What follows belongs to an exercise in optimizing a design on an open flow for a short achievable clock period and few clock cycles; a production flow would make more cautious choices.
RTL that was checked went through simulation tests only; none was proved equivalent to the original.
No functional check of the RTL was part of run 2.
In every run shown here, the design's own scripts or RTL, not TritonCTS, make the clock network.
No driver is modelled on the clock port, so clock power and skew are understated where the tree is cut down; a real chip needs a root buffer or a tree.
Power figures rest on the tool's default switching activity, not on a simulated workload.

File: flow/flow/run.sh
#!/bin/bash
# Layout: the standard ORFS flow (standard.sh: standard synthesis,
# floorplan, placement, routing), except that the clock tree is built by
# flow/cts_hook.tcl (two levels of clkbuf_16 from the clock port, about
# FLAT_CTS_LEAF flip-flops per leaf buffer) in place of TritonCTS, and the
# timing repair may resize cells to other footprints. The make output goes
# to standard_flow.log; every tool's own log is under orfs/logs/.
set -euo pipefail
here=$(pwd)
FLAT_CTS_LEAF=20 bash standard.sh PRE_CTS_TCL="$here/flow/cts_hook.tcl" MATCH_CELL_FOOTPRINT=0 finish > "$here/standard_flow.log" 2>&1
File: flow/flow/cts_hook.tcl
# Clock tree of two levels: the clock port drives a few clkbuf_16 buffers, each
# driving several clkbuf_16 leaf buffers; each leaf buffer drives a cluster of
# about FLAT_CTS_LEAF flip-flops. Clusters come from a size-balanced k-means on
# placed positions and buffers sit at their cluster's centre, so every
# register sees the same two buffer stages. Replaces TritonCTS, whose deeper
# tree has a larger insertion delay for this small design.

# points: list of {id x y}; returns {assignment centres sizes}
proc flat_cts_cluster { points nk } {
  set n [llength $points]
  set sx 0; set sy 0
  foreach s $points { set sx [expr {$sx + [lindex $s 1]}]; set sy [expr {$sy + [lindex $s 2]}] }
  set mx [expr {double($sx) / $n}]; set my [expr {double($sy) / $n}]
  set ang {}
  foreach s $points { lappend ang [list [expr {atan2([lindex $s 2] - $my, [lindex $s 1] - $mx)}] $s] }
  set ang [lsort -real -index 0 $ang]
  set cent {}
  for {set k 0} {$k < $nk} {incr k} {
    set s [lindex [lindex $ang [expr {int(($k + 0.5) * $n / $nk)}]] 1]
    lappend cent [list [expr {double([lindex $s 1])}] [expr {double([lindex $s 2])}]]
  }
  set cap [expr {int(ceil(double($n) / $nk))}]
  for {set iter 0} {$iter < 40} {incr iter} {
    set pairs {}
    set i 0
    foreach s $points {
      for {set k 0} {$k < $nk} {incr k} {
        set c [lindex $cent $k]
        set d [expr {abs([lindex $s 1] - [lindex $c 0]) + abs([lindex $s 2] - [lindex $c 1])}]
        lappend pairs [list $d $i $k]
      }
      incr i
    }
    set pairs [lsort -real -index 0 $pairs]
    set asg [lrepeat $n -1]
    set cnt [lrepeat $nk 0]
    foreach p $pairs {
      lassign $p d i k
      if {[lindex $asg $i] >= 0} continue
      if {[lindex $cnt $k] >= $cap} continue
      lset asg $i $k
      lset cnt $k [expr {[lindex $cnt $k] + 1}]
    }
    set newc {}
    for {set k 0} {$k < $nk} {incr k} { lappend newc [list 0.0 0.0 0] }
    set i 0
    foreach s $points {
      set k [lindex $asg $i]
      lassign [lindex $newc $k] ax ay ac
      lset newc $k [list [expr {$ax + [lindex $s 1]}] [expr {$ay + [lindex $s 2]}] [expr {$ac + 1}]]
      incr i
    }
    set cent {}
    foreach c $newc {
      lassign $c ax ay ac
      if {$ac == 0} { set ac 1 }
      lappend cent [list [expr {$ax / $ac}] [expr {$ay / $ac}]]
    }
  }
  return [list $asg $cent $cnt]
}

proc flat_cts_buffer { block master name cx cy innet } {
  set inst [odb::dbInst_create $block $master $name]
  set net [odb::dbNet_create $block "net_$name"]
  $net setSigType CLOCK
  set w [$master getWidth]; set h [$master getHeight]
  $inst setLocation [expr {int($cx - $w / 2)}] [expr {int($cy - $h / 2)}]
  $inst setPlacementStatus PLACED
  [$inst findITerm A] connect $innet
  [$inst findITerm X] connect $net
  return $net
}

proc clock_tree_synthesis { args } {
  set leafsize 30
  if { [info exists ::env(FLAT_CTS_LEAF)] } { set leafsize $::env(FLAT_CTS_LEAF) }
  set ntop 4
  if { [info exists ::env(FLAT_CTS_TOP)] } { set ntop $::env(FLAT_CTS_TOP) }
  set block [ord::get_db_block]
  set db [ord::get_db]
  set clknet [$block findNet clk]
  set master [$db findMaster sky130_fd_sc_hd__clkbuf_16]
  set sinks {}
  set its {}
  set i 0
  foreach it [$clknet getITerms] {
    set bx [[$it getInst] getBBox]
    lappend sinks [list $i [expr {([$bx xMin] + [$bx xMax]) / 2.0}] [expr {([$bx yMin] + [$bx yMax]) / 2.0}]]
    lappend its $it
    incr i
  }
  set n [llength $sinks]
  set nleaf [expr {int(ceil(double($n) / $leafsize))}]
  if {$nleaf < $ntop} { set ntop $nleaf }
  puts "flat CTS: $n sinks, $nleaf leaf buffers, $ntop top buffers"
  lassign [flat_cts_cluster $sinks $nleaf] lasg lcent lcnt
  puts "flat CTS: leaf cluster sizes $lcnt"
  set leaves {}
  set k 0
  foreach c $lcent { lappend leaves [list $k [lindex $c 0] [lindex $c 1]]; incr k }
  lassign [flat_cts_cluster $leaves $ntop] tasg tcent tcnt
  puts "flat CTS: top cluster sizes $tcnt"
  set topnets {}
  for {set t 0} {$t < $ntop} {incr t} {
    lassign [lindex $tcent $t] cx cy
    lappend topnets [flat_cts_buffer $block $master "clkbuf_top_$t" $cx $cy $clknet]
  }
  set leafnets {}
  for {set k 0} {$k < $nleaf} {incr k} {
    lassign [lindex $lcent $k] cx cy
    lappend leafnets [flat_cts_buffer $block $master "clkbuf_leaf_$k" $cx $cy [lindex $topnets [lindex $tasg $k]]]
  }
  set i 0
  foreach it $its {
    $it disconnect
    $it connect [lindex $leafnets [lindex $lasg $i]]
    incr i
  }
  set_propagated_clock [all_clocks]
}
File: flow/standard.sh
#!/bin/bash
# synth_recipe.tcl (not shown) runs the flow's synth.tcl, then flattens the netlist and writes it again
# the make line also repeats each setting of config.mk as NAME=value (left out here)
make -C /OpenROAD-flow-scripts/flow DESIGN_CONFIG=/design/flow/config.mk WORK_HOME=/design/flow/orfs CLKGATE_MAP_FILE= SYNTH_SCRIPT=/design/flow/synth_recipe.tcl "${@:-finish}"
File: flow/config.mk
export PLATFORM = sky130hd
export DESIGN_NAME = line_rasterizer
export DESIGN_NICKNAME = line_rasterizer
export VERILOG_FILES = /design/flow/design.v
export SDC_FILE = /design/flow/constraint.sdc
export NUM_CORES = 4
export LEC_CHECK = 0
export CAP_MARGIN = 20
export CORE_MARGIN = 2
export CORE_UTILIZATION = 55
export PLACE_DENSITY = 0.7
export SETUP_SLACK_MARGIN = 2.5
export SLEW_MARGIN = 20
File: flow/constraint.sdc
create_clock -name core_clock -period 4.0 [get_ports {clk}]
set_input_delay 0.8000 -clock core_clock [delete_from_list [all_inputs] [get_ports {clk}]]
set_output_delay 0.8000 -clock core_clock [all_outputs]
set_load 0.01 [all_outputs]
File: flow/design.v
module lr_add #(parameter W = 9) (
    input  wire [W-1:0] a,
    input  wire [W-1:0] b,
    input  wire         ci,
    output wire [W-1:0] s,
    output wire         co
);
    reg [W-1:0] g, p, gn, pn, c, px;
    integer i, d;
    always @(*) begin
        px = a ^ b;
        p  = a | b;
        gn[0] = (a[0] & b[0]) | (p[0] & ci);
        pn[0] = p[0];
        for (i = 1; i < W; i = i + 1) begin
            if (i == 1)
                gn[i] = (a[1] & b[1]) | ((p[1] & a[0]) & b[0]) | ((p[1] & p[0]) & ci);
            else
                gn[i] = (a[i] & b[i]) | ((p[i] & a[i-1]) & b[i-1]);
            pn[i] = p[i] & p[i-1];
        end
        g = gn;
        p = pn;
        for (d = 2; d < W; d = d * 2) begin
            gn = g;
            pn = p;
            for (i = d; i < W; i = i + 1) begin
                gn[i] = g[i] | (p[i] & g[i-d]);
                pn[i] = p[i] & p[i-d];
            end
            g = gn;
            p = pn;
        end
        c = {g[W-2:0], ci};
    end
    assign s  = px ^ c;
    assign co = g[W-1];
endmodule
module line_rasterizer (
    input  wire       clk,
    input  wire       rst,      
    input  wire       start,
    input  wire [7:0] x0,
    input  wire [7:0] y0,
    input  wire [7:0] x1,
    input  wire [7:0] y1,
    output wire       ready,
    output wire       write,
    output wire [7:0] x,
    output wire [7:0] y,
    output wire       done
);
    reg        a_v;
    reg  [7:0] a_x0, a_y0, a_x1, a_y1;
    reg        rdy_n_q;            
    wire       rdy = !rdy_n_q;
    reg        rdy_o;              
    assign ready = rdy_o;
    reg        b_v;
    reg  [7:0] b_x0, b_y0;
    reg  [4:0] b_dxh0, b_dxh1, b_nxh0, b_nxh1;    
    reg  [4:0] b_dyh0, b_dyh1, b_nyh0, b_nyh1;
    reg  [4:0] b_dxl, b_nxl, b_dyl, b_nyl;
    reg        c_v;
    reg  [7:0] c_x0, c_y0;
    reg  [8:0] c_dx, c_nx, c_dy, c_ny;
    reg        d_v;
    reg  [7:0] d_x0, d_y0;
    reg  [7:0] d_adx, d_ady;
    reg        d_sxn, d_syn;       
    reg        e_v;
    reg  [7:0] e_x0, e_y0;
    reg  [7:0] e_adx, e_ady;
    reg        e_sxn, e_syn;
    reg  [4:0] e_dmnl, e_nmdl, e_kxl, e_kyl;
    reg  [4:0] e_dmnh0, e_dmnh1, e_nmdh0, e_nmdh1;   
    reg  [4:0] e_kxh0, e_kxh1, e_kyh0, e_kyh1;
    reg        e_zero;             
    reg        f_v;
    reg  [7:0] f_x0, f_y0;
    reg  [7:0] f_adx, f_ady;
    reg        f_sxn, f_syn;
    reg  [8:0] f_dmn, f_nmd, f_kx, f_ky;
    reg        f_zero;
    reg        g_v;
    reg  [7:0] g_x0, g_y0;
    reg        g_sxn, g_syn, g_xm;
    reg  [7:0] g_m;                
    reg        g_last;             
    reg  [8:0] g_k;                
    reg  [8:0] g_ka;               
    reg  [7:0] g_kb;               
    reg        h_v;
    reg  [7:0] h_x0, h_y0, h_ux, h_uy;
    reg        h_sxn, h_syn, h_xm;
    reg  [7:0] h_m;
    reg        h_z1, h_z2, h_last;
    reg  [8:0] h_k0, h_ka;
    reg  [7:0] h_kb;
    reg  [4:0] h_sal, h_sah0, h_sah1, h_sbl, h_sbh0, h_sbh1, h_scl, h_sch0, h_sch1;
    reg        i_v;
    reg  [7:0] i_x0, i_y0, i_ux, i_uy;
    reg        i_sxn, i_syn, i_xm;
    reg  [7:0] i_m;
    reg        i_z1, i_z2, i_last;
    reg  [8:0] i_k0, i_k1;         
    reg  [8:0] i_c0, i_c1, i_c2;   
    reg        wr_n_q, dn_n_q;     
    wire       wr = !wr_n_q;
    wire       dn = !dn_n_q;
    reg        wr_o, dn_o;         
    reg  [7:0] xo, yo;             
    reg  [7:0] xq_n, yq_n;         
    wire [7:0] xq = ~xq_n;
    wire [7:0] yq = ~yq_n;
    reg  [7:0] ux, uy;             
    reg        sxn, syn, xm;
    reg  [7:0] r;                  
    reg        z1, z2;             
    reg  [8:0] kk;                 
    wire       st = !kk[8];        
    reg        dp;                 
    reg        first;              
    reg  [8:0] k1h;                
    reg  [8:0] c0, c1, c2;         
    reg  [4:0] a0l, a1l, a2l;      
    reg  [4:0] a0h0, a1h0, a2h0;   
    reg  [4:0] a0h1, a1h1, a2h1;   
    assign write = wr_o;
    assign done  = dn_o;
    assign x     = xo;
    assign y     = yo;
    reg  q_free, i_free, h_free, g_free, f_free, e_free, d_free, c_free, b_free;
    wire take   = i_v && q_free;                
    wire accept = start && rdy;
    wire run    = wr && !dn;                    
    wire [4:0] dxl, nxl, dyl, nyl;
    wire [3:0] unused_co;
    lr_add #(5) u_dxl (.a({1'b0, a_x1[3:0]}), .b({1'b0, ~a_x0[3:0]}), .ci(1'b1), .s(dxl), .co(unused_co[0]));
    lr_add #(5) u_nxl (.a({1'b0, a_x0[3:0]}), .b({1'b0, ~a_x1[3:0]}), .ci(1'b1), .s(nxl), .co(unused_co[1]));
    lr_add #(5) u_dyl (.a({1'b0, a_y1[3:0]}), .b({1'b0, ~a_y0[3:0]}), .ci(1'b1), .s(dyl), .co(unused_co[2]));
    lr_add #(5) u_nyl (.a({1'b0, a_y0[3:0]}), .b({1'b0, ~a_y1[3:0]}), .ci(1'b1), .s(nyl), .co(unused_co[3]));
    wire [4:0] dxh0, dxh1, nxh0, nxh1, dyh0, dyh1, nyh0, nyh1;
    wire [7:0] unused_co2;
    lr_add #(5) u_dxh0 (.a({1'b0, a_x1[7:4]}), .b({1'b1, ~a_x0[7:4]}), .ci(1'b0), .s(dxh0), .co(unused_co2[0]));
    lr_add #(5) u_dxh1 (.a({1'b0, a_x1[7:4]}), .b({1'b1, ~a_x0[7:4]}), .ci(1'b1), .s(dxh1), .co(unused_co2[1]));
    lr_add #(5) u_nxh0 (.a({1'b0, a_x0[7:4]}), .b({1'b1, ~a_x1[7:4]}), .ci(1'b0), .s(nxh0), .co(unused_co2[2]));
    lr_add #(5) u_nxh1 (.a({1'b0, a_x0[7:4]}), .b({1'b1, ~a_x1[7:4]}), .ci(1'b1), .s(nxh1), .co(unused_co2[3]));
    lr_add #(5) u_dyh0 (.a({1'b0, a_y1[7:4]}), .b({1'b1, ~a_y0[7:4]}), .ci(1'b0), .s(dyh0), .co(unused_co2[4]));
    lr_add #(5) u_dyh1 (.a({1'b0, a_y1[7:4]}), .b({1'b1, ~a_y0[7:4]}), .ci(1'b1), .s(dyh1), .co(unused_co2[5]));
    lr_add #(5) u_nyh0 (.a({1'b0, a_y0[7:4]}), .b({1'b1, ~a_y1[7:4]}), .ci(1'b0), .s(nyh0), .co(unused_co2[6]));
    lr_add #(5) u_nyh1 (.a({1'b0, a_y0[7:4]}), .b({1'b1, ~a_y1[7:4]}), .ci(1'b1), .s(nyh1), .co(unused_co2[7]));
    wire [8:0] op_dmn_a = {1'b0, d_adx}, op_dmn_b = ~{1'b0, d_ady};
    wire [8:0] op_nmd_a = {1'b0, d_ady}, op_nmd_b = ~{1'b0, d_adx};
    wire [8:0] op_kx_a  = {1'b0, d_ady}, op_kx_b  = ~{2'b0, d_adx[7:1]};
    wire [8:0] op_ky_a  = {1'b0, d_adx}, op_ky_b  = ~{2'b0, d_ady[7:1]};
    wire [4:0] dmnl, nmdl, kxl, kyl;
    wire [3:0] unused_co3;
    lr_add #(5) u_dmnl (.a({1'b0, op_dmn_a[3:0]}), .b({1'b0, op_dmn_b[3:0]}), .ci(1'b1),        .s(dmnl), .co(unused_co3[0]));
    lr_add #(5) u_nmdl (.a({1'b0, op_nmd_a[3:0]}), .b({1'b0, op_nmd_b[3:0]}), .ci(1'b1),        .s(nmdl), .co(unused_co3[1]));
    lr_add #(5) u_kxl  (.a({1'b0, op_kx_a[3:0]}),  .b({1'b0, op_kx_b[3:0]}),  .ci(!d_adx[0]),  .s(kxl),  .co(unused_co3[2]));
    lr_add #(5) u_kyl  (.a({1'b0, op_ky_a[3:0]}),  .b({1'b0, op_ky_b[3:0]}),  .ci(!d_ady[0]),  .s(kyl),  .co(unused_co3[3]));
    wire [4:0] dmnh0, dmnh1, nmdh0, nmdh1, kxh0, kxh1, kyh0, kyh1;
    wire [7:0] unused_co4;
    lr_add #(5) u_dmnh0 (.a(op_dmn_a[8:4]), .b(op_dmn_b[8:4]), .ci(1'b0), .s(dmnh0), .co(unused_co4[0]));
    lr_add #(5) u_dmnh1 (.a(op_dmn_a[8:4]), .b(op_dmn_b[8:4]), .ci(1'b1), .s(dmnh1), .co(unused_co4[1]));
    lr_add #(5) u_nmdh0 (.a(op_nmd_a[8:4]), .b(op_nmd_b[8:4]), .ci(1'b0), .s(nmdh0), .co(unused_co4[2]));
    lr_add #(5) u_nmdh1 (.a(op_nmd_a[8:4]), .b(op_nmd_b[8:4]), .ci(1'b1), .s(nmdh1), .co(unused_co4[3]));
    lr_add #(5) u_kxh0  (.a(op_kx_a[8:4]),  .b(op_kx_b[8:4]),  .ci(1'b0), .s(kxh0),  .co(unused_co4[4]));
    lr_add #(5) u_kxh1  (.a(op_kx_a[8:4]),  .b(op_kx_b[8:4]),  .ci(1'b1), .s(kxh1),  .co(unused_co4[5]));
    lr_add #(5) u_kyh0  (.a(op_ky_a[8:4]),  .b(op_ky_b[8:4]),  .ci(1'b0), .s(kyh0),  .co(unused_co4[6]));
    lr_add #(5) u_kyh1  (.a(op_ky_a[8:4]),  .b(op_ky_b[8:4]),  .ci(1'b1), .s(kyh1),  .co(unused_co4[7]));
    wire [4:0] sal, sah0, sah1, sbl, sbh0, sbh1, scl, sch0, sch1;
    wire [8:0] unused_co5;
    lr_add #(5) u_sal  (.a({1'b0, g_k[3:0]}),  .b({1'b0, g_ka[3:0]}), .ci(1'b0), .s(sal),  .co(unused_co5[0]));
    lr_add #(5) u_sah0 (.a(g_k[8:4]),          .b(g_ka[8:4]),         .ci(1'b0), .s(sah0), .co(unused_co5[1]));
    lr_add #(5) u_sah1 (.a(g_k[8:4]),          .b(g_ka[8:4]),         .ci(1'b1), .s(sah1), .co(unused_co5[2]));
    lr_add #(5) u_sbl  (.a({1'b0, g_k[3:0]}),  .b({1'b0, g_kb[3:0]}), .ci(1'b0), .s(sbl),  .co(unused_co5[3]));
    lr_add #(5) u_sbh0 (.a(g_k[8:4]),          .b({1'b0, g_kb[7:4]}), .ci(1'b0), .s(sbh0), .co(unused_co5[4]));
    lr_add #(5) u_sbh1 (.a(g_k[8:4]),          .b({1'b0, g_kb[7:4]}), .ci(1'b1), .s(sbh1), .co(unused_co5[5]));
    lr_add #(5) u_scl  (.a({1'b0, g_ka[3:0]}), .b({1'b0, g_kb[3:0]}), .ci(1'b0), .s(scl),  .co(unused_co5[6]));
    lr_add #(5) u_sch0 (.a(g_ka[8:4]),         .b({1'b0, g_kb[7:4]}), .ci(1'b0), .s(sch0), .co(unused_co5[7]));
    lr_add #(5) u_sch1 (.a(g_ka[8:4]),         .b({1'b0, g_kb[7:4]}), .ci(1'b1), .s(sch1), .co(unused_co5[8]));
    reg  [7:0] n_ux, n_uy;
    integer i;
    always @(*) begin
        for (i = 0; i < 8; i = i + 1) begin
            n_ux[i] = &((g_x0 ^ {8{g_sxn}}) | ~((8'd1 << i) - 8'd1));
            n_uy[i] = &((g_y0 ^ {8{g_syn}}) | ~((8'd1 << i) - 8'd1));
        end
    end
    wire [8:0] h_sa = {(h_sal[4] ? h_sah1 : h_sah0), h_sal[3:0]};    
    wire [8:0] h_sb = {(h_sbl[4] ? h_sbh1 : h_sbh0), h_sbl[3:0]};    
    wire [8:0] h_sc = {(h_scl[4] ? h_sch1 : h_sch0), h_scl[3:0]};    
    wire [4:0] a0l_n, a1l_n, a2l_n, a0h0_n, a1h0_n, a2h0_n, a0h1_n, a1h1_n, a2h1_n;
    wire [8:0] unused_co7;
    lr_add #(5) u_a0l  (.a({1'b0, kk[3:0]}), .b({1'b0, c0[3:0]}), .ci(1'b0), .s(a0l_n),  .co(unused_co7[0]));
    lr_add #(5) u_a1l  (.a({1'b0, kk[3:0]}), .b({1'b0, c1[3:0]}), .ci(1'b0), .s(a1l_n),  .co(unused_co7[1]));
    lr_add #(5) u_a2l  (.a({1'b0, kk[3:0]}), .b({1'b0, c2[3:0]}), .ci(1'b0), .s(a2l_n),  .co(unused_co7[2]));
    lr_add #(5) u_a0h0 (.a(kk[8:4]), .b(c0[8:4]), .ci(1'b0), .s(a0h0_n), .co(unused_co7[3]));
    lr_add #(5) u_a1h0 (.a(kk[8:4]), .b(c1[8:4]), .ci(1'b0), .s(a1h0_n), .co(unused_co7[4]));
    lr_add #(5) u_a2h0 (.a(kk[8:4]), .b(c2[8:4]), .ci(1'b0), .s(a2h0_n), .co(unused_co7[5]));
    lr_add #(5) u_a0h1 (.a(kk[8:4]), .b(c0[8:4]), .ci(1'b1), .s(a0h1_n), .co(unused_co7[6]));
    lr_add #(5) u_a1h1 (.a(kk[8:4]), .b(c1[8:4]), .ci(1'b1), .s(a1h1_n), .co(unused_co7[7]));
    lr_add #(5) u_a2h1 (.a(kk[8:4]), .b(c2[8:4]), .ci(1'b1), .s(a2h1_n), .co(unused_co7[8]));
    wire [8:0] a0 = {(a0l[4] ? a0h1 : a0h0), a0l[3:0]};
    wire [8:0] a1 = {(a1l[4] ? a1h1 : a1h0), a1l[3:0]};
    wire [8:0] a2 = {(a2l[4] ? a2h1 : a2h0), a2l[3:0]};
    wire [8:0] kk_nx = (dp && st) ? a2 : ((dp || st) ? a1 : a0);
    wire mvx = xm || st;
    wire mvy = !xm || st;
    wire [7:0] x_st = xq ^ ux;
    wire [7:0] y_st = yq ^ uy;
    reg  [7:0] ux_st, uy_st, r_nx;
    always @(*) begin
        for (i = 0; i < 8; i = i + 1) begin
            ux_st[i] = &((x_st ^ {8{sxn}}) | ~((8'd1 << i) - 8'd1));
            uy_st[i] = &((y_st ^ {8{syn}}) | ~((8'd1 << i) - 8'd1));
            r_nx[i]  = r[i] ^ ~|(r & ((8'd1 << i) - 8'd1));
        end
    end
    wire a_vn  = accept || (a_v && !b_free);
    wire b_vn  = a_v || !b_free;
    wire c_vn  = b_v || !c_free;
    wire d_vn  = c_v || !d_free;
    wire e_vn  = d_v || !e_free;
    wire f_vn  = e_v || !f_free;
    wire g_vn  = f_v || !g_free;
    wire h_vn  = g_v || !h_free;
    wire i_vn  = h_v || !i_free;
    wire w_n   = take || run;
    wire dn_n  = take ? i_last : (run && z1);
    wire q_fn  = !w_n || dn_n;
    wire i_fn  = !i_vn || q_fn;
    wire h_fn  = !h_vn || i_fn;
    wire g_fn  = !g_vn || h_fn;
    wire f_fn  = !f_vn || g_fn;
    wire e_fn  = !e_vn || f_fn;
    wire d_fn  = !d_vn || e_fn;
    wire c_fn  = !c_vn || d_fn;
    wire b_fn  = !b_vn || c_fn;
    wire rdy_n = !(rdy || (a_v && !b_free)) || b_fn;
    always @(posedge clk) begin
        if (rst) begin
            a_v    <= 1'b0;
            b_v    <= 1'b0;
            c_v    <= 1'b0;
            d_v    <= 1'b0;
            e_v    <= 1'b0;
            f_v    <= 1'b0;
            g_v    <= 1'b0;
            h_v    <= 1'b0;
            i_v    <= 1'b0;
            wr_n_q <= 1'b1;
            dn_n_q <= 1'b1;
            wr_o   <= 1'b0;
            dn_o   <= 1'b0;
            rdy_n_q <= 1'b0;
            rdy_o  <= 1'b1;
            q_free <= 1'b1;
            h_free <= 1'b1;
            i_free <= 1'b1;
            g_free <= 1'b1;
            f_free <= 1'b1;
            e_free <= 1'b1;
            d_free <= 1'b1;
            c_free <= 1'b1;
            b_free <= 1'b1;
        end else begin
            a_v    <= a_vn;
            b_v    <= b_vn;
            c_v    <= c_vn;
            d_v    <= d_vn;
            e_v    <= e_vn;
            f_v    <= f_vn;
            g_v    <= g_vn;
            h_v    <= h_vn;
            i_v    <= i_vn;
            wr_n_q <= !w_n;
            dn_n_q <= !dn_n;
            wr_o   <= w_n;
            dn_o   <= dn_n;
            rdy_n_q <= !rdy_n;
            rdy_o  <= rdy_n;
            q_free <= q_fn;
            h_free <= h_fn;
            i_free <= i_fn;
            g_free <= g_fn;
            f_free <= f_fn;
            e_free <= e_fn;
            d_free <= d_fn;
            c_free <= c_fn;
            b_free <= b_fn;
        end
        if (rdy) begin
            a_x0 <= x0;
            a_y0 <= y0;
            a_x1 <= x1;
            a_y1 <= y1;
        end
        if (b_free) begin
            b_x0  <= a_x0;
            b_y0  <= a_y0;
            b_dxh0 <= dxh0;
            b_dxh1 <= dxh1;
            b_nxh0 <= nxh0;
            b_nxh1 <= nxh1;
            b_dyh0 <= dyh0;
            b_dyh1 <= dyh1;
            b_nyh0 <= nyh0;
            b_nyh1 <= nyh1;
            b_dxl <= dxl;
            b_nxl <= nxl;
            b_dyl <= dyl;
            b_nyl <= nyl;
        end
        if (c_free) begin
            c_x0 <= b_x0;
            c_y0 <= b_y0;
            c_dx <= {(b_dxl[4] ? b_dxh1 : b_dxh0), b_dxl[3:0]};
            c_nx <= {(b_nxl[4] ? b_nxh1 : b_nxh0), b_nxl[3:0]};
            c_dy <= {(b_dyl[4] ? b_dyh1 : b_dyh0), b_dyl[3:0]};
            c_ny <= {(b_nyl[4] ? b_nyh1 : b_nyh0), b_nyl[3:0]};
        end
        if (d_free) begin
            d_x0  <= c_x0;
            d_y0  <= c_y0;
            d_adx <= c_dx[8] ? c_nx[7:0] : c_dx[7:0];
            d_ady <= c_dy[8] ? c_ny[7:0] : c_dy[7:0];
            d_sxn <= c_dx[8];
            d_syn <= c_dy[8];
        end
        if (e_free) begin
            e_x0   <= d_x0;
            e_y0   <= d_y0;
            e_adx  <= d_adx;
            e_ady  <= d_ady;
            e_sxn  <= d_sxn;
            e_syn  <= d_syn;
            e_dmnl <= dmnl;
            e_nmdl <= nmdl;
            e_kxl  <= kxl;
            e_kyl  <= kyl;
            e_dmnh0 <= dmnh0;
            e_dmnh1 <= dmnh1;
            e_nmdh0 <= nmdh0;
            e_nmdh1 <= nmdh1;
            e_kxh0  <= kxh0;
            e_kxh1  <= kxh1;
            e_kyh0  <= kyh0;
            e_kyh1  <= kyh1;
            e_zero <= (d_adx == 8'd0) && (d_ady == 8'd0);
        end
        if (f_free) begin
            f_x0   <= e_x0;
            f_y0   <= e_y0;
            f_adx  <= e_adx;
            f_ady  <= e_ady;
            f_sxn  <= e_sxn;
            f_syn  <= e_syn;
            f_dmn  <= {(e_dmnl[4] ? e_dmnh1 : e_dmnh0), e_dmnl[3:0]};
            f_nmd  <= {(e_nmdl[4] ? e_nmdh1 : e_nmdh0), e_nmdl[3:0]};
            f_kx   <= {(e_kxl[4] ? e_kxh1 : e_kxh0), e_kxl[3:0]};
            f_ky   <= {(e_kyl[4] ? e_kyh1 : e_kyh0), e_kyl[3:0]};
            f_zero <= e_zero;
        end
        if (g_free) begin
            g_x0   <= f_x0;
            g_y0   <= f_y0;
            g_sxn  <= f_sxn;
            g_syn  <= f_syn;
            g_xm   <= !f_dmn[8];
            g_m    <= f_dmn[8] ? f_ady : f_adx;
            g_last <= f_zero;
            g_k    <= f_dmn[8] ? f_ky : f_kx;
            g_ka   <= f_dmn[8] ? f_dmn : f_nmd;
            g_kb   <= f_dmn[8] ? f_adx : f_ady;
        end
        if (h_free) begin
            h_x0   <= g_x0;
            h_y0   <= g_y0;
            h_ux   <= n_ux;
            h_uy   <= n_uy;
            h_sxn  <= g_sxn;
            h_syn  <= g_syn;
            h_xm   <= g_xm;
            h_m    <= g_m;
            h_z1   <= g_m == 8'd1;
            h_z2   <= g_m == 8'd2;
            h_last <= g_last;
            h_k0   <= g_k;
            h_ka   <= g_ka;
            h_kb   <= g_kb;
            h_sal  <= sal;
            h_sah0 <= sah0;
            h_sah1 <= sah1;
            h_sbl  <= sbl;
            h_sbh0 <= sbh0;
            h_sbh1 <= sbh1;
            h_scl  <= scl;
            h_sch0 <= sch0;
            h_sch1 <= sch1;
        end
        if (i_free) begin
            i_x0   <= h_x0;
            i_y0   <= h_y0;
            i_ux   <= h_ux;
            i_uy   <= h_uy;
            i_sxn  <= h_sxn;
            i_syn  <= h_syn;
            i_xm   <= h_xm;
            i_m    <= h_m;
            i_z1   <= h_z1;
            i_z2   <= h_z2;
            i_last <= h_last;
            i_k0   <= h_k0;
            i_k1   <= h_k0[8] ? h_sb : h_sa;
            i_c0   <= {h_kb, 1'b0};
            i_c1   <= h_sc;
            i_c2   <= {h_ka[7:0], 1'b0};
        end
        xo <= take ? i_x0 : ((run && mvx) ? x_st : xq);
        yo <= take ? i_y0 : ((run && mvy) ? y_st : yq);
        xq_n <= ~(take ? i_x0 : ((run && mvx) ? x_st : xq));
        yq_n <= ~(take ? i_y0 : ((run && mvy) ? y_st : yq));
        ux <= take ? i_ux : ((run && mvx) ? ux_st : ux);
        uy <= take ? i_uy : ((run && mvy) ? uy_st : uy);
        r  <= take ? i_m  : r_nx;
        z1 <= take ? i_z1 : z2;
        z2 <= take ? i_z2 : (r == 8'd3);
        kk <= take ? i_k0 : (first ? k1h : kk_nx);
        dp <= st;
        first <= take;
        k1h <= i_k1;
        a0l  <= a0l_n;
        a1l  <= a1l_n;
        a2l  <= a2l_n;
        a0h0 <= a0h0_n;
        a1h0 <= a1h0_n;
        a2h0 <= a2h0_n;
        a0h1 <= a0h1_n;
        a1h1 <= a1h1_n;
        a2h1 <= a2h1_n;
        if (take) begin
            sxn <= i_sxn;
            syn <= i_syn;
            xm  <= i_xm;
            c0  <= i_c0;
            c1  <= i_c1;
            c2  <= i_c2;
        end
    end
endmodule
==> metrics.md, run 1 <==
| Metric | Value |
|---|---|
| Setup slack, reg-to-reg | `2.22 ns` |
| GRT Max-Usage Layer | `met2` |
| Final worst path period share | `44.5%` |
| Cells on worst reg2reg path | `8` |
| Post-synth net total | `2193` |
| Fmax | `between 500 and 600 MHz` |
| Drt via density | `5.25` |
| RSZ-0062 raised after global routing | `yes` |
| Clk latency of the worst-skew pair | `0.41 ns` |
| Biggest cell delay along the critical path | `0.45 ns` |
| CP delay by family, top | `compound AO/OA/AOI/OAI gates` |
| Met3 Use GR | `under 10%` |
| DR vias | `15900` |
| Worst path bufs/invs | `2` |
| Leak | `~14 nW` |
| Endpoints failing setup | `0` |
| Post-Synth Simple-Gate Area | `under 10%` |
| Hold/Removal Path Class | `reg -> reg` |
| Yosys top cell area share | `slightly above 60%` |
| Routability cong. | `about 0.84` |
| P&R area growth vs syn | `21.2%` |
| R2r endpoint | `h_sbh1[4]` |
| Clock transition at path regs | `approximately 0.080 ns` |
| Share of layout cells above drive strength 1 | `~32%` |
| Worst setup startpoint | `g_kb[4]` |
| Count leader, synth | `edfxtp_1` |
| Post-synthesis compound-gate area fraction | `between 5 and 6%` |
| Critical Path RT | `about 4.1 ns` |
| Number of global-route vias before repair | `approximately 16000` |
| Avg Inst Size Synth | `about 16 um2` |
| Grt ovf | `0` |
| Placed Area | `~32000 um2` |
| Main combinational cell family by area after synthesis | `adder cells` |
| ANT nets after route | `0` |
| FF/Latch Area | `between 20000 and 25000 um2` |
| Crit-path cells | `inv_2 > buf_12 > ha_4 > a21boi_2 > o21ba_4 > o22ai_2 > a21oi_2 > xnor2_1` |
| Port bufs | `53` |
| Avg WL per Cell | `between 15 and 20 um` |
| Final net count | `~2500` |
| Worst VDD drop | `approximately 400 uV` |
| Asr flop ratio synth | `0%` |
| Chip height | `241 um` |
| Final instance area | `37400 um2` |
| Leading area contributor after synthesis | `edfxtp_1` |
| Number of synthesized flops with an enable pin | `approximately 640` |
| Synth cell count leaders | `edfxtp_1, ha_1, inv_1, dfxtp_1, xnor2_1` |
| Critical Path Stages | `8` |
| GRT Resource Usage Total | `17.8%` |
| #FFs+latches synth | `roughly 770` |
| Io pins | `54` |
| CP Max Fanout | `2` |
| Initial DRC count | `slightly above 900` |
| Area of the multi-input gates | `between 10000 and 15000 um2` |
| Die X | `~240 um` |
| YS warnings | `2` |
| Type of element launching the critical path | `flop` |
| Status | `timing/DRC/antenna clean` |
| # rows | `86` |
| Final hold vios | `0` |
| Global-route wire length before repair | `82600 um` |
| Synth Area in XOR/XNOR | `4.97%` |
| Synth top area cells | `edfxtp_1, dfxtp_1, ha_1` |
| Crit path to | `h_sbh1[4]` |
| ANT cells | `0` |
| Seq/Total Area, Yosys | `70.6%` |
| Final Max Tran Viols | `0` |
| Largest net degree at the start of global routing | `70` |
| Yosys cell types | `52` |
| Worst slew pin tran | `about 0.61 ns` |
| Met2 Use GR | `between 30 and 40%` |
| DP Wirelength | `31400 um` |
| Critical path class | `reg -> reg` |
| Syn Inst Count | `1978` |
| Max_cap viols | `0` |
| Antenna violations before repair | `1` |
| Multiplexer share of the synthesized area | `5.43%` |
| Hold slack final | `approximately 0.34 ns` |
| Final min period | `between 1.5 and 2 ns` |
| Main flop type after synthesis | `edfxtp_1` |
| CP max stage cell | `edfxtp_1` |
| Fillers | `around 3600` |
| Cts hold-fix bufs | `0` |
| Crit path DAT | `between 1.5 and 2 ns` |
| DRT Pass-1 Iters | `5` |
| Crit. End Element | `flop` |
| Core area | `between 50000 and 60000 um2` |
| Mapped Area | `~31000 um2` |
| Post-synthesis adder-cell area fraction | `under 10%` |
| Power per standard cell area | `678 nW/um2` |
| Slew HR | `between 50% and 60%` |
| FF-to-FF Start | `g_kb[4]` |
| Setup Skew | `~0.027 ns` |
| TNS Setup | `0 ns` |
| DRT Wirelength | `55800 um` |
| Initial Util | `a little under three fifths` |
| Die ar. | `between 50000 and 60000 um2` |
| Drt drc | `0` |
| Met1 GRT Util | `22.3%` |
-- how the worst min path moves through the flow --
| stage | to | start | depth (start not counted) |
|---|---|---|---|
| after detailed placement | k1h[6] | i_k1[6] | 0 |
| after global routing | k1h[7] | i_k1[7] | 0 |
| after floorplan | k1h[0] | i_k1[0] | 0 |
| final | k1h[6] | i_k1[6] | 0 |
| after CTS | k1h[6] | i_k1[6] | 0 |
| after global placement | k1h[7] | i_k1[7] | 0 |
-- area by class of cell --
class	count	area share (%)
flip-flops and latches	769	58.5
multi-input cells	1000	27.1
repair buffers	283	7.16
plain buffers	43	2.88
well taps	748	2.50
inverters	174	1.85
-- cells by family (layout without fill, tap and decap cells) --
family,Yosys count,after routing
xor gates and xnor gates,175,175
muxes,153,153
adders and majority gates,180,180
buffers and inverters,210,500
DFF,769,769
and+or+nand+nor,234,234
AOI/OAI and AO/OA,257,258
-- per-stage QoR --
stage | power, W | util (%) | setup WS (ns) | std cells
2_1_floorplan | 0.0169 | - | 2.31 | 1978
3_3_place_gp | 0.0182 | 58.7 | 1.49 | 2751
3_5_place_dp | 0.0185 | 58.7 | 1.42 | 2751
4_1_cts | 0.0238 | 64.3 | 2.34 | 2941
5_1_grt | 0.0266 | 67.6 | 2.15 | 3017
6_report | 0.0253 | 67.6 | 2.22 | 3017
-- report_power, final --
part | total [W] | leakage, nW | switching (W) | internal, W
clock | 0.00419 | 0.530 | 0.00228 | 0.00192
sequential | 0.0128 | 7.86 | 0.00116 | 0.0117
combinational | 0.00831 | 6.09 | 0.00386 | 0.00445
total | 0.0253 | 14.5 | 0.00730 | 0.0180
-- layout by cell type, fill, tap and decap left out, types with 9 or more instances in the layout --
master	n
mux2_2	111
nor2_1	63
clkdlybuf4s50_1	33
xor2_1	46
nor2_2	10
a21oi_2	18
o21bai_1	14
dfxtp_4	16
o21ai_1	25
clkbuf_16	47
inv_2	39
a31oi_4	10
nor2_4	9
edfxtp_1	639
xnor2_2	16
nand2_1	55
dfxtp_1	106
a21oi_4	12
o21ai_0	16
ha_4	49
buf_12	11
nor2b_1	16
a21oi_1	34
buf_2	13
buf_6	56
inv_1	125
o21a_1	12
nor3_1	14
ha_1	109
ha_2	20
mux2i_1	38
buf_4	160
nor3_2	12
a211oi_2	14
a211oi_1	18
xnor2_1	110
-- routing by layer --
metal	up-vias	wire length [um]	part of all wire, %
met5	-	11	0.020
met2	237	29700	53
li1	7685	-	-
met3	121	1440	2.6
met4	2	1870	3.3
met1	7809	22800	41
-- what timing repair did --
action	4_1_cts	5_1_grt
endpoints found under the setup margin	333	176
buffers inserted	145	74
pin swaps	57	105
gates resized for setup	253	257
hold endpoints to repair	0	0
cloned	2	2
Testbench counts, summed over its fixed seeds: cycles 65,687.
==> run 2, diff against run 1 <==
--- a/flow/design.v
+++ b/flow/design.v
@@ -59,6 +59,5 @@
     reg        b_v;
     reg  [7:0] b_x0, b_y0;
-    reg  [4:0] b_dxh0, b_dxh1, b_nxh0, b_nxh1;    
-    reg  [4:0] b_dyh0, b_dyh1, b_nyh0, b_nyh1;
+    reg  [3:0] b_x1h, b_y1h;
     reg  [4:0] b_dxl, b_nxl, b_dyl, b_nyl;
     reg        c_v;
@@ -74,6 +73,4 @@
     reg        e_sxn, e_syn;
     reg  [4:0] e_dmnl, e_nmdl, e_kxl, e_kyl;
-    reg  [4:0] e_dmnh0, e_dmnh1, e_nmdh0, e_nmdh1;   
-    reg  [4:0] e_kxh0, e_kxh1, e_kyh0, e_kyh1;
     reg        e_zero;             
     reg        f_v;
@@ -124,7 +121,5 @@
     reg  [8:0] k1h;                
     reg  [8:0] c0, c1, c2;         
-    reg  [4:0] a0l, a1l, a2l;      
-    reg  [4:0] a0h0, a1h0, a2h0;   
-    reg  [4:0] a0h1, a1h1, a2h1;   
+    reg  [8:0] a0, a1, a2;         
     assign write = wr_o;
     assign done  = dn_o;
@@ -141,14 +136,10 @@
     lr_add #(5) u_dyl (.a({1'b0, a_y1[3:0]}), .b({1'b0, ~a_y0[3:0]}), .ci(1'b1), .s(dyl), .co(unused_co[2]));
     lr_add #(5) u_nyl (.a({1'b0, a_y0[3:0]}), .b({1'b0, ~a_y1[3:0]}), .ci(1'b1), .s(nyl), .co(unused_co[3]));
-    wire [4:0] dxh0, dxh1, nxh0, nxh1, dyh0, dyh1, nyh0, nyh1;
-    wire [7:0] unused_co2;
-    lr_add #(5) u_dxh0 (.a({1'b0, a_x1[7:4]}), .b({1'b1, ~a_x0[7:4]}), .ci(1'b0), .s(dxh0), .co(unused_co2[0]));
-    lr_add #(5) u_dxh1 (.a({1'b0, a_x1[7:4]}), .b({1'b1, ~a_x0[7:4]}), .ci(1'b1), .s(dxh1), .co(unused_co2[1]));
-    lr_add #(5) u_nxh0 (.a({1'b0, a_x0[7:4]}), .b({1'b1, ~a_x1[7:4]}), .ci(1'b0), .s(nxh0), .co(unused_co2[2]));
-    lr_add #(5) u_nxh1 (.a({1'b0, a_x0[7:4]}), .b({1'b1, ~a_x1[7:4]}), .ci(1'b1), .s(nxh1), .co(unused_co2[3]));
-    lr_add #(5) u_dyh0 (.a({1'b0, a_y1[7:4]}), .b({1'b1, ~a_y0[7:4]}), .ci(1'b0), .s(dyh0), .co(unused_co2[4]));
-    lr_add #(5) u_dyh1 (.a({1'b0, a_y1[7:4]}), .b({1'b1, ~a_y0[7:4]}), .ci(1'b1), .s(dyh1), .co(unused_co2[5]));
-    lr_add #(5) u_nyh0 (.a({1'b0, a_y0[7:4]}), .b({1'b1, ~a_y1[7:4]}), .ci(1'b0), .s(nyh0), .co(unused_co2[6]));
-    lr_add #(5) u_nyh1 (.a({1'b0, a_y0[7:4]}), .b({1'b1, ~a_y1[7:4]}), .ci(1'b1), .s(nyh1), .co(unused_co2[7]));
+    wire [4:0] dxh, nxh, dyh, nyh;
+    wire [3:0] unused_co2;
+    lr_add #(5) u_dxh (.a({1'b0, b_x1h}), .b({1'b1, ~b_x0[7:4]}), .ci(b_dxl[4]), .s(dxh), .co(unused_co2[0]));
+    lr_add #(5) u_nxh (.a({1'b0, b_x0[7:4]}), .b({1'b1, ~b_x1h}), .ci(b_nxl[4]), .s(nxh), .co(unused_co2[1]));
+    lr_add #(5) u_dyh (.a({1'b0, b_y1h}), .b({1'b1, ~b_y0[7:4]}), .ci(b_dyl[4]), .s(dyh), .co(unused_co2[2]));
+    lr_add #(5) u_nyh (.a({1'b0, b_y0[7:4]}), .b({1'b1, ~b_y1h}), .ci(b_nyl[4]), .s(nyh), .co(unused_co2[3]));
     wire [8:0] op_dmn_a = {1'b0, d_adx}, op_dmn_b = ~{1'b0, d_ady};
     wire [8:0] op_nmd_a = {1'b0, d_ady}, op_nmd_b = ~{1'b0, d_adx};
@@ -161,14 +152,14 @@
     lr_add #(5) u_kxl  (.a({1'b0, op_kx_a[3:0]}),  .b({1'b0, op_kx_b[3:0]}),  .ci(!d_adx[0]),  .s(kxl),  .co(unused_co3[2]));
     lr_add #(5) u_kyl  (.a({1'b0, op_ky_a[3:0]}),  .b({1'b0, op_ky_b[3:0]}),  .ci(!d_ady[0]),  .s(kyl),  .co(unused_co3[3]));
-    wire [4:0] dmnh0, dmnh1, nmdh0, nmdh1, kxh0, kxh1, kyh0, kyh1;
-    wire [7:0] unused_co4;
-    lr_add #(5) u_dmnh0 (.a(op_dmn_a[8:4]), .b(op_dmn_b[8:4]), .ci(1'b0), .s(dmnh0), .co(unused_co4[0]));
-    lr_add #(5) u_dmnh1 (.a(op_dmn_a[8:4]), .b(op_dmn_b[8:4]), .ci(1'b1), .s(dmnh1), .co(unused_co4[1]));
-    lr_add #(5) u_nmdh0 (.a(op_nmd_a[8:4]), .b(op_nmd_b[8:4]), .ci(1'b0), .s(nmdh0), .co(unused_co4[2]));
-    lr_add #(5) u_nmdh1 (.a(op_nmd_a[8:4]), .b(op_nmd_b[8:4]), .ci(1'b1), .s(nmdh1), .co(unused_co4[3]));
-    lr_add #(5) u_kxh0  (.a(op_kx_a[8:4]),  .b(op_kx_b[8:4]),  .ci(1'b0), .s(kxh0),  .co(unused_co4[4]));
-    lr_add #(5) u_kxh1  (.a(op_kx_a[8:4]),  .b(op_kx_b[8:4]),  .ci(1'b1), .s(kxh1),  .co(unused_co4[5]));
-    lr_add #(5) u_kyh0  (.a(op_ky_a[8:4]),  .b(op_ky_b[8:4]),  .ci(1'b0), .s(kyh0),  .co(unused_co4[6]));
-    lr_add #(5) u_kyh1  (.a(op_ky_a[8:4]),  .b(op_ky_b[8:4]),  .ci(1'b1), .s(kyh1),  .co(unused_co4[7]));
+    wire [8:0] fe_dmn_a = {1'b0, e_adx}, fe_dmn_b = ~{1'b0, e_ady};
+    wire [8:0] fe_nmd_a = {1'b0, e_ady}, fe_nmd_b = ~{1'b0, e_adx};
+    wire [8:0] fe_kx_a  = {1'b0, e_ady}, fe_kx_b  = ~{2'b0, e_adx[7:1]};
+    wire [8:0] fe_ky_a  = {1'b0, e_adx}, fe_ky_b  = ~{2'b0, e_ady[7:1]};
+    wire [4:0] dmnh, nmdh, kxh, kyh;
+    wire [3:0] unused_co4;
+    lr_add #(5) u_dmnh (.a(fe_dmn_a[8:4]), .b(fe_dmn_b[8:4]), .ci(e_dmnl[4]), .s(dmnh), .co(unused_co4[0]));
+    lr_add #(5) u_nmdh (.a(fe_nmd_a[8:4]), .b(fe_nmd_b[8:4]), .ci(e_nmdl[4]), .s(nmdh), .co(unused_co4[1]));
+    lr_add #(5) u_kxh  (.a(fe_kx_a[8:4]),  .b(fe_kx_b[8:4]),  .ci(e_kxl[4]),  .s(kxh),  .co(unused_co4[2]));
+    lr_add #(5) u_kyh  (.a(fe_ky_a[8:4]),  .b(fe_ky_b[8:4]),  .ci(e_kyl[4]),  .s(kyh),  .co(unused_co4[3]));
     wire [4:0] sal, sah0, sah1, sbl, sbh0, sbh1, scl, sch0, sch1;
     wire [8:0] unused_co5;
@@ -193,18 +184,9 @@
     wire [8:0] h_sb = {(h_sbl[4] ? h_sbh1 : h_sbh0), h_sbl[3:0]};    
     wire [8:0] h_sc = {(h_scl[4] ? h_sch1 : h_sch0), h_scl[3:0]};    
-    wire [4:0] a0l_n, a1l_n, a2l_n, a0h0_n, a1h0_n, a2h0_n, a0h1_n, a1h1_n, a2h1_n;
-    wire [8:0] unused_co7;
-    lr_add #(5) u_a0l  (.a({1'b0, kk[3:0]}), .b({1'b0, c0[3:0]}), .ci(1'b0), .s(a0l_n),  .co(unused_co7[0]));
-    lr_add #(5) u_a1l  (.a({1'b0, kk[3:0]}), .b({1'b0, c1[3:0]}), .ci(1'b0), .s(a1l_n),  .co(unused_co7[1]));
-    lr_add #(5) u_a2l  (.a({1'b0, kk[3:0]}), .b({1'b0, c2[3:0]}), .ci(1'b0), .s(a2l_n),  .co(unused_co7[2]));
-    lr_add #(5) u_a0h0 (.a(kk[8:4]), .b(c0[8:4]), .ci(1'b0), .s(a0h0_n), .co(unused_co7[3]));
-    lr_add #(5) u_a1h0 (.a(kk[8:4]), .b(c1[8:4]), .ci(1'b0), .s(a1h0_n), .co(unused_co7[4]));
-    lr_add #(5) u_a2h0 (.a(kk[8:4]), .b(c2[8:4]), .ci(1'b0), .s(a2h0_n), .co(unused_co7[5]));
-    lr_add #(5) u_a0h1 (.a(kk[8:4]), .b(c0[8:4]), .ci(1'b1), .s(a0h1_n), .co(unused_co7[6]));
-    lr_add #(5) u_a1h1 (.a(kk[8:4]), .b(c1[8:4]), .ci(1'b1), .s(a1h1_n), .co(unused_co7[7]));
-    lr_add #(5) u_a2h1 (.a(kk[8:4]), .b(c2[8:4]), .ci(1'b1), .s(a2h1_n), .co(unused_co7[8]));
-    wire [8:0] a0 = {(a0l[4] ? a0h1 : a0h0), a0l[3:0]};
-    wire [8:0] a1 = {(a1l[4] ? a1h1 : a1h0), a1l[3:0]};
-    wire [8:0] a2 = {(a2l[4] ? a2h1 : a2h0), a2l[3:0]};
+    wire [8:0] a0_n, a1_n, a2_n;
+    wire [2:0] unused_co7;
+    lr_add #(9) u_a0 (.a(kk), .b(c0), .ci(1'b0), .s(a0_n), .co(unused_co7[0]));
+    lr_add #(9) u_a1 (.a(kk), .b(c1), .ci(1'b0), .s(a1_n), .co(unused_co7[1]));
+    lr_add #(9) u_a2 (.a(kk), .b(c2), .ci(1'b0), .s(a2_n), .co(unused_co7[2]));
     wire [8:0] kk_nx = (dp && st) ? a2 : ((dp || st) ? a1 : a0);
     wire mvx = xm || st;
@@ -302,12 +284,6 @@
             b_x0  <= a_x0;
             b_y0  <= a_y0;
-            b_dxh0 <= dxh0;
-            b_dxh1 <= dxh1;
-            b_nxh0 <= nxh0;
-            b_nxh1 <= nxh1;
-            b_dyh0 <= dyh0;
-            b_dyh1 <= dyh1;
-            b_nyh0 <= nyh0;
-            b_nyh1 <= nyh1;
+            b_x1h <= a_x1[7:4];
+            b_y1h <= a_y1[7:4];
             b_dxl <= dxl;
             b_nxl <= nxl;
@@ -318,8 +294,8 @@
             c_x0 <= b_x0;
             c_y0 <= b_y0;
-            c_dx <= {(b_dxl[4] ? b_dxh1 : b_dxh0), b_dxl[3:0]};
-            c_nx <= {(b_nxl[4] ? b_nxh1 : b_nxh0), b_nxl[3:0]};
-            c_dy <= {(b_dyl[4] ? b_dyh1 : b_dyh0), b_dyl[3:0]};
-            c_ny <= {(b_nyl[4] ? b_nyh1 : b_nyh0), b_nyl[3:0]};
+            c_dx <= {dxh, b_dxl[3:0]};
+            c_nx <= {nxh, b_nxl[3:0]};
+            c_dy <= {dyh, b_dyl[3:0]};
+            c_ny <= {nyh, b_nyl[3:0]};
         end
         if (d_free) begin
@@ -342,12 +318,4 @@
             e_kxl  <= kxl;
             e_kyl  <= kyl;
-            e_dmnh0 <= dmnh0;
-            e_dmnh1 <= dmnh1;
-            e_nmdh0 <= nmdh0;
-            e_nmdh1 <= nmdh1;
-            e_kxh0  <= kxh0;
-            e_kxh1  <= kxh1;
-            e_kyh0  <= kyh0;
-            e_kyh1  <= kyh1;
             e_zero <= (d_adx == 8'd0) && (d_ady == 8'd0);
         end
@@ -359,8 +327,8 @@
             f_sxn  <= e_sxn;
             f_syn  <= e_syn;
-            f_dmn  <= {(e_dmnl[4] ? e_dmnh1 : e_dmnh0), e_dmnl[3:0]};
-            f_nmd  <= {(e_nmdl[4] ? e_nmdh1 : e_nmdh0), e_nmdl[3:0]};
-            f_kx   <= {(e_kxl[4] ? e_kxh1 : e_kxh0), e_kxl[3:0]};
-            f_ky   <= {(e_kyl[4] ? e_kyh1 : e_kyh0), e_kyl[3:0]};
+            f_dmn  <= {dmnh, e_dmnl[3:0]};
+            f_nmd  <= {nmdh, e_nmdl[3:0]};
+            f_kx   <= {kxh, e_kxl[3:0]};
+            f_ky   <= {kyh, e_kyl[3:0]};
             f_zero <= e_zero;
         end
@@ -433,13 +401,7 @@
         first <= take;
         k1h <= i_k1;
-        a0l  <= a0l_n;
-        a1l  <= a1l_n;
-        a2l  <= a2l_n;
-        a0h0 <= a0h0_n;
-        a1h0 <= a1h0_n;
-        a2h0 <= a2h0_n;
-        a0h1 <= a0h1_n;
-        a1h1 <= a1h1_n;
-        a2h1 <= a2h1_n;
+        a0 <= a0_n;
+        a1 <= a1_n;
+        a2 <= a2_n;
         if (take) begin
             sxn <= i_sxn;
==> metrics.md, run 2 <==
| Metric | Value |
|---|---|
| GRT Resource Usage Total | `17.7% (was 17.8%)` |
| Initial DRC count | `755 (was 920)` |
| Yosys top cell area share | `62.3% (was 62.2%)` |
| Final instance area | `34000 um2 (was 37400 um2)` |
| Number of synthesized flops with an enable pin | `577 (was 639)` |
| ANT nets after route | `0 (unchanged)` |
| Crit. End Element | `flop (unchanged)` |
| Port bufs | `53 (unchanged)` |
| YS warnings | `3 (was 2)` |
| Count leader, synth | `edfxtp_1 (unchanged)` |
| Drt drc | `0 (unchanged)` |
| Antenna violations before repair | `0 (was 1)` |
| Commonest non-fill, non-tap cell in the layout | `edfxtp_1 (unchanged)` |
| Largest net degree at the start of global routing | `65 (was 70)` |
| #FFs+latches synth | `689 (was 769)` |
| Commonest non-fill, non-tap cells in the layout | `edfxtp_1, buf_4, inv_1 (unchanged)` |
| Final Max Tran Viols | `0 (unchanged)` |
| FF-to-FF Start | `g_ka[5] (was g_kb[4])` |
| DRT Wirelength | `50100 um (was 55800 um)` |
| Asr flop ratio synth | `0% (unchanged)` |
| Seq/Total Area, Yosys | `70.4% (was 70.6%)` |
| Critical path class | `reg -> reg (unchanged)` |
| Total power | `0.0225 W (was 0.0253 W)` |
| Setup Skew | `0.0198 ns (was 0.0274 ns)` |
| Final net count | `2311 (was 2486)` |
| Hold/Removal Path Class | `reg -> reg (unchanged)` |
| Synth cell count leaders | `edfxtp_1, inv_1, ha_1, dfxtp_1, xnor2_1 (was edfxtp_1, ha_1, inv_1, dfxtp_1, xnor2_1)` |
| Syn Inst Count | `1808 (was 1978)` |
| Placed Area | `29300 um2 (was 32500 um2)` |
| CP max stage cell | `edfxtp_1 (unchanged)` |
| Crit-path cells | `buf_6 > buf_6 > ha_4 > a31oi_4 > o22ai_1 > a21oi_1 > xnor2_1 (was inv_2 > buf_12 > ha_4 > a21boi_2 > o21ba_4 > o22ai_2 > a21oi_2 > xnor2_1)` |
| Avg Inst Size Synth | `15.4 um2 (was 15.6 um2)` |
| # rows | `82 (was 86)` |
| Routability cong. | `0.795 (was 0.836)` |
| Avg WL per Cell | `18.1 um (was 18.5 um)` |
| Io pins | `54 (unchanged)` |
| Final worst path period share | `46.0% (was 44.5%)` |
| Leak | `13.3 nW (was 14.5 nW)` |
| Min-Delay Startpoint | `i_k1[0] (was i_k1[6])` |
| Endpoints failing setup | `0 (unchanged)` |
| Initial Util | `55.5% (was 55.8%)` |
| TNS Setup | `0 ns (unchanged)` |
| P&R area growth vs syn | `22.4% (was 21.2%)` |
| Layout Utilization | `68.0% (was 67.6%)` |
| Critical Path RT | `4.12 ns (was 4.13 ns)` |
| Post-synth net total | `2024 (was 2193)` |
| RSZ-0062 raised after global routing | `yes (unchanged)` |
| Main flop type after synthesis | `edfxtp_1 (unchanged)` |
| Die ar. | `52400 um2 (was 58000 um2)` |
| Yosys cell types | `54 (was 52)` |
| Share of layout cells above drive strength 1 | `32.2% (was 32.4%)` |
| CP Max Fanout | `3 (was 2)` |
| Final min period | `1.84 ns (was 1.78 ns)` |
| Worst slew pin tran | `0.570 ns (was 0.610 ns)` |
| Mapped Area | `27800 um2 (was 30900 um2)` |
| Crit path DAT | `1.96 ns (was 1.91 ns)` |
| DRT Pass-1 Iters | `5 (unchanged)` |
| Status | `timing/DRC/antenna clean (unchanged)` |
| Number of global-route vias before repair | `14800 (was 16000)` |
| Grt ovf | `0 (unchanged)` |
| Worst setup startpoint | `g_ka[5] (was g_kb[4])` |
| Chip height | `229 um (was 241 um)` |
| Drt via density | `5.27 (was 5.25)` |
| Clk latency of the worst-skew pair | `0.39 ns (was 0.41 ns)` |
| Core area | `50100 um2 (was 55300 um2)` |
| Final hold vios | `0 (unchanged)` |
| Slew HR | `62.0% (was 59.3%)` |
| Type of element launching the critical path | `flop (unchanged)` |
| Clock transition at path regs | `0.08 ns (about the same)` |
| DR vias | `14600 (was 15900)` |
| Biggest cell delay along the critical path | `0.52 ns (was 0.45 ns)` |
| Die X | `229 um (was 241 um)` |
| Synth top area cells | `edfxtp_1, dfxtp_1, ha_1 (unchanged)` |
| Worst VDD drop | `416 uV (was 401 uV)` |
| Leading area contributor after synthesis | `edfxtp_1 (unchanged)` |
| Fmax | `544 MHz (was 562 MHz)` |
| ANT cells | `0 (unchanged)` |
| Power per standard cell area | `662 nW/um2 (was 678 nW/um2)` |
| Crit path top cell by count | `buf_6` |
| DP Wirelength | `29000 um (was 31400 um)` |
| Max_cap viols | `0 (unchanged)` |
| Global-route wire length before repair | `75600 um (was 82600 um)` |
run 2: critical path, delay by kind of cell, from the launching register on:
kind                       cells  cell delay [ns]
buffers and inverters          2             0.28
xor gates and xnor gates       1             0.10
DFF                            1             0.52
AOI/OAI and AO/OA              3             0.53
adders and majority gates      1             0.16
run 2: report_power, final:
part / total (W) / switching (W) / leakage, nW / internal (W)
clock: 0.00378 / 0.00204 / 0.481 / 0.00174
sequential: 0.0114 / 0.00102 / 7.04 / 0.0103
combinational: 0.00738 / 0.00344 / 5.78 / 0.00394
run 2: final cells by class:
type	count	area (um2)
Fill cell	3296	16000
Buffer	39	976
Tap cell	672	841
Timing Repair Buffer	277	2590
Multi-Input combinational cell	899	9250
Inverter	189	742
Sequential cell	689	19600
run 2: final timing paths:
kind / depth (start not counted) / endpoint / slack [ns]
hold reg to reg: 0 / k1h[0] / 0.34
setup reg to reg: 7 / h_sch0[4] / 2.16
setup / recovery: 7 / h_sch0[4] / 2.16
hold / removal: 0 / k1h[0] / 0.34
run 2: per-layer routing:
layer  wire (um)  part of all wire (%)  GRT usage (%)  vias to the layer above
met4        1360                   2.7           4.97                        0
met5           0                     0              0                        -
li1            -                     -              -                     7044
met3        1590                   3.2           1.91                       91
met1       20400                    41           22.0                     7203
met2       26800                    53           32.9                      244
run 2: logic make-up after synthesis:
logic type | count (synthesis) | synth area share [%]
xor+xnor | 145 | 4.57
fa+ha+maj | 181 | 8.42
compound gates | 253 | 5.90
buf+inv | 221 | 3.04
mux | 101 | 3.95
flops | 689 | 70.4
simple gates | 218 | 3.75
run 2: repair_timing:
action | CTS | global route
buffers inserted | 131 | 76
pin swaps | 92 | 103
cloned | 4 | 2
endpoints found under the setup margin | 300 | 220
hold buffers | 0 | 0
gates resized for setup | 315 | 186
run 2: stage by stage:
stage | std cells | setup slack (ns) | hold WS, ns
after floorplan | 1808 | 2.04 | 0.323
after global placement | 2513 | 1.62 | 0.329
after detailed placement | 2513 | 1.54 | 0.329
after CTS | 2687 | 2.15 | 0.345
after global routing | 2765 | 2.08 | 0.354
final | 2765 | 2.16 | 0.340

==> port drivers added, routing unchanged <==
The flow's constraints put no driver on any port. The routed layouts listed below were extracted and timed again, unchanged, in two steps.
Step 1, drivers: a clkbuf_16 drives clk and a buf_2 each remaining input, both assumed.
Step 2 times the ports against the registers' clock, not the clock port: input delays grow and output delays shrink by t, the midpoint of the rising clock arrivals with the driver on.
Three values: ideal ports, drivers, drivers and shift; two values: the first two.
| run | t, ns | setup slack, ns | worst hold slack (ns) | worst data-port slew with drivers (ns) |
|---|---|---|---|---|
| run 1 | 0.514 | 2.220 / 2.220 / 2.124 | 0.345 / 0.345 / 0.345 | 0.03 |
| run 2 | 0.486 | 2.161 / 2.161 / 2.161 | 0.340 / 0.340 / 0.340 | 0.03 |
After both steps setup and hold are still met in every run listed. The setup slack of run 1, which loses most, moves by 0.000 ns with the drivers and by -0.096 ns with both steps.
